Source: an optimization exercise on an open RTL-to-GDS flow (aim: small area, a short achievable clock period and few clock cycles). Production flows keep margins and buffers that such runs may drop. Where RTL was checked, it was by simulation tests only, not by an equivalence proof against the original. No activity file was given, so power comes from the tool's default toggle rates.

// psram_alu
module psram_alu (
  input             clk,
  input             rst,
  input             in_valid,
  output            in_ready,
  input      [31:0] in_cmd,
  input      [63:0] in_a,
  input      [63:0] in_b,
  input      [63:0] in_c,
  input             in_rnd,
  output reg        out_valid,
  output reg [63:0] out_result,
  output reg        out_illegal
);
Size in the first run: roughly 450 flip-flops, about 300 I/O pins.
==> flow/config.mk <==
export PLATFORM = sky130hd
export DESIGN_NAME = psram_alu
export DESIGN_NICKNAME = psram_alu
export VERILOG_FILES = /design/flow/design.v
export SDC_FILE = /design/flow/constraint.sdc
export NUM_CORES = 4
export LEC_CHECK = 0
export ABC_AREA = 1
export CAP_MARGIN = 20
export CORE_MARGIN = 2
export CORE_UTILIZATION = 25
export PLACE_DENSITY = 0.35
export SLEW_MARGIN = 20
export TNS_END_PERCENT = 0
==> flow/constraint.sdc <==
create_clock -name core_clock -period 20.0 [get_ports {clk}]
set_input_delay 4.0000 -clock core_clock [delete_from_list [all_inputs] [get_ports {clk}]]
set_output_delay 4.0000 -clock core_clock [all_outputs]
set_load 0.01 [all_outputs]
standard.sh (not shown) runs the stock make flow with config.mk's settings and CLKGATE_MAP_FILE= SYNTH_SCRIPT=/design/flow/synth_recipe.tcl, a recipe that flattens the netlist after the stock synthesis.
==> flow/flow/run.sh <==
#!/bin/bash
# Standard layout (the standard.sh: standard synthesis, ORFS place and
# route), with the timing repair steps asked to leave a setup margin so that
# they shorten the critical paths well below the 20 ns clock period.
# The clock period and constraints are unchanged.
set -o pipefail
export SETUP_SLACK_MARGIN=16
bash standard.sh > standard.log 2>&1
rc=$?
tail -50 standard.log
exit $rc
Then changed:
--- a/flow/design.v
+++ b/flow/design.v
@@ -46,12 +46,13 @@
                     (wsel == 2'd1) ? {{16{in_a[15]}}, in_a[15:0]} : in_a[31:0];
   wire [31:0] b_w = (wsel == 2'd0) ? {{24{in_b[7]}},  in_b[7:0]}  :
                     (wsel == 2'd1) ? {{16{in_b[15]}}, in_b[15:0]} : in_b[31:0];
   wire [31:0] d_y = o_rq            ? in_b[31:0] :
                     o_shr           ? a_w :
                     (o_sat | o_shl) ? 32'd0 : b_w;
+  wire [63:0] d_a = (o_sat | o_rq) ? in_a : {{32{a_w[31]}}, a_w};
   wire [5:0] shr_n = (|in_b[63:6]) ? 6'd63 : in_b[5:0];
   wire [6:0] rq_n  = ((|in_c[63:7]) | (in_c[6] & in_c[5])) ? 7'd96 : in_c[6:0];
   wire [4:0] d_k   = (|in_b[63:5]) ? 5'd31 : in_b[4:0];
   wire [5:0] s_1   = o_mul ? imm : shr_n;         
   wire       d_snz = o_rq ? (|rq_n) : (o_mul | o_shr) & (|s_1);
   wire [6:0] d_amt = o_sat ? {1'b0, imm} : o_rq ? rq_n :
@@ -79,28 +80,25 @@
     end else begin
       pass <= ~take;
       if (take) v1 <= in_valid;
       rdy  <= ~take | ~(in_valid & legal & o_rq);
     end
     if (take) begin
-      a1 <= in_a;    y1 <= d_y;
+      a1 <= d_a;     y1 <= d_y;
       sat1 <= legal & o_sat; add1 <= legal & o_add; sub1 <= legal & o_sub;
       mul1 <= legal & o_mul; shl1 <= legal & o_shl; shr1 <= legal & o_shr;
       rq1  <= legal & o_rq;  legal1 <= legal;
       rnd1 <= in_rnd; snz1 <= d_snz; hhi1 <= d_hhi;
       wsel1 <= wsel; amt1 <= d_amt; hp1 <= d_hp;
     end
   end
-  wire [31:0] aw1 = (wsel1 == 2'd0) ? {{24{a1[7]}},  a1[7:0]}  :
-                    (wsel1 == 2'd1) ? {{16{a1[15]}}, a1[15:0]} : a1[31:0];
   wire [32:0] x1 = rq1  ? (pass ? {a1[63], a1[63:32]} : {1'b0, a1[31:0]}) :
-                   mul1 ? {aw1[31], aw1} :
+                   mul1 ? a1[32:0] :
                    sub1 ? {33{1'b1}} : 33'd1;
   wire        half_en = snz1 & (~rq1 | (hhi1 == pass));
-  wire [64:0] r1 = sat1 ? {a1[63], a1} :
-                   (add1 | sub1 | shl1) ? {{33{aw1[31]}}, aw1} :
+  wire [64:0] r1 = (sat1 | add1 | sub1 | shl1) ? {a1[63], a1} :
                    half_en ? ({1'b0, 64'd1} << hp1) : 65'd0;
   wire [64:0] s1, c1;
   psram_mul_cs u_mul (.x(x1), .y(y1), .r(r1), .s(s1), .c(c1));
   reg        v2, sat2, rq2, pass2, legal2, tie2;
   reg [1:0]  wsel2;
   reg [6:0]  amt2;
@@ -116,19 +114,20 @@
   reg [31:0] l3;
   wire        acc  = rq2 & pass2;
   wire [64:0] add3 = acc ? {{32{vh3[64]}}, vh3[64:32]} : 65'd0;
   wire [64:0] vsum = s2 + c2 + add3;
   reg        v3, sat3, legal3, tie3;
   reg [1:0]  wsel3;
-  reg [6:0]  amt3;
+  reg [6:0]  amt3, thr3;
   always @(posedge clk) begin
     if (rst) v3 <= 1'b0;
     else     v3 <= v2 & ~(rq2 & ~pass2);
     vh3 <= vsum;
     l3  <= acc ? vh3[31:0] : 32'd0;
     sat3 <= sat2; legal3 <= legal2; tie3 <= tie2; wsel3 <= wsel2; amt3 <= amt2;
+    thr3 <= amt2 + (sat2 ? 7'd32 : (wsel2 == 2'd0) ? 7'd7 : (wsel2 == 2'd1) ? 7'd15 : 7'd31);
   end
   wire [96:0] v97  = {vh3, l3};
   wire        sgn  = vh3[64];
   wire [94:0] sh6 = amt3[6] ? {{62{sgn}}, v97[96:64]} : v97[94:0];
   wire [62:0] sh5 = amt3[5] ? sh6[94:32] : sh6[62:0];
   wire [46:0] sh4 = amt3[4] ? sh5[62:16] : sh5[46:0];
@@ -136,16 +135,13 @@
   wire [34:0] sh2 = amt3[2] ? sh3[38:4]  : sh3[34:0];
   wire [32:0] sh1 = amt3[1] ? sh2[34:2]  : sh2[32:0];
   wire [31:0] fsh = amt3[0] ? sh1[32:1]  : sh1[31:0];
   wire [96:0] lo_m = {97{1'b1}} << amt3;
   wire        tie  = tie3 & ~|(v97 & ~lo_m);
   wire [31:0] q    = {fsh[31:1], fsh[0] & ~tie};
-  wire        hi_ok = ~|((vh3 ^ {65{sgn}}) & lo_m[64:0]);
-  wire [31:0] fd    = fsh ^ {32{sgn}};
-  wire        ok    = hi_ok & (sat3 | ((wsel3 == 2'd0) ? ~|fd[31:7] :
-                                       (wsel3 == 2'd1) ? ~|fd[31:15] : ~fd[31]));
+  wire        ok   = ~|((v97 ^ {97{sgn}}) & ({97{1'b1}} << thr3));
   wire [63:0] t   = vh3[63:0];
   wire [63:0] d   = sat3 ? t : {{32{sgn}}, q};
   wire [63:0] m   = sat3 ? lo_m[63:0] :                
                     (wsel3 == 2'd0) ? {{57{1'b1}}, 7'd0} :
                     (wsel3 == 2'd1) ? {{49{1'b1}}, 15'd0} : {{33{1'b1}}, 31'd0};
   wire [63:0] result = {64{legal3}} & (ok ? d : ~(m ^ {64{sgn}}));
=> The changed run finished with timing, DRC and antenna clean. Cell area rose by 3.1%. Total power grows by 0.83%. Combinational power is higher by about 1%. Die area grows by 3.1%. Final cell count rises by 5.2%. Sequential cell count climbs by 7.
Testbench counts after the change, summed over its fixed seeds: cycles 26,788.
Function not checked in the first run of this note: the RTL went through the layout flow alone.

-- re-timing with driven ports --
No port has a modelled driver above. Below, the same layouts with a new extraction and two added sets of constraints. Step 1 assumes that a clkbuf_16 drives the clock port and a buf_2 every other input. Step 2 also shifts input and output timing later by t, the mid clock arrival at the registers, as if the neighbouring blocks saw the same clock. Three values: no drivers, after step 1, after step 2; two values: the first two.
run | shift t [ns] | setup WS [ns] | hold slack, ns | worst data-port slew with drivers (ns)
the first run | 0.780 | 14.316 / 14.306 / 13.590 | 0.315 / 0.315 / 0.315 | 0.06
the second run | 0.777 | 14.724 / 14.728 / 13.986 | 0.331 / 0.331 / 0.331 | 0.11
After both steps setup and hold are still met in every run listed. The setup slack of the second run, which loses most, moves by +0.004 ns with the drivers and by -0.738 ns with both steps.
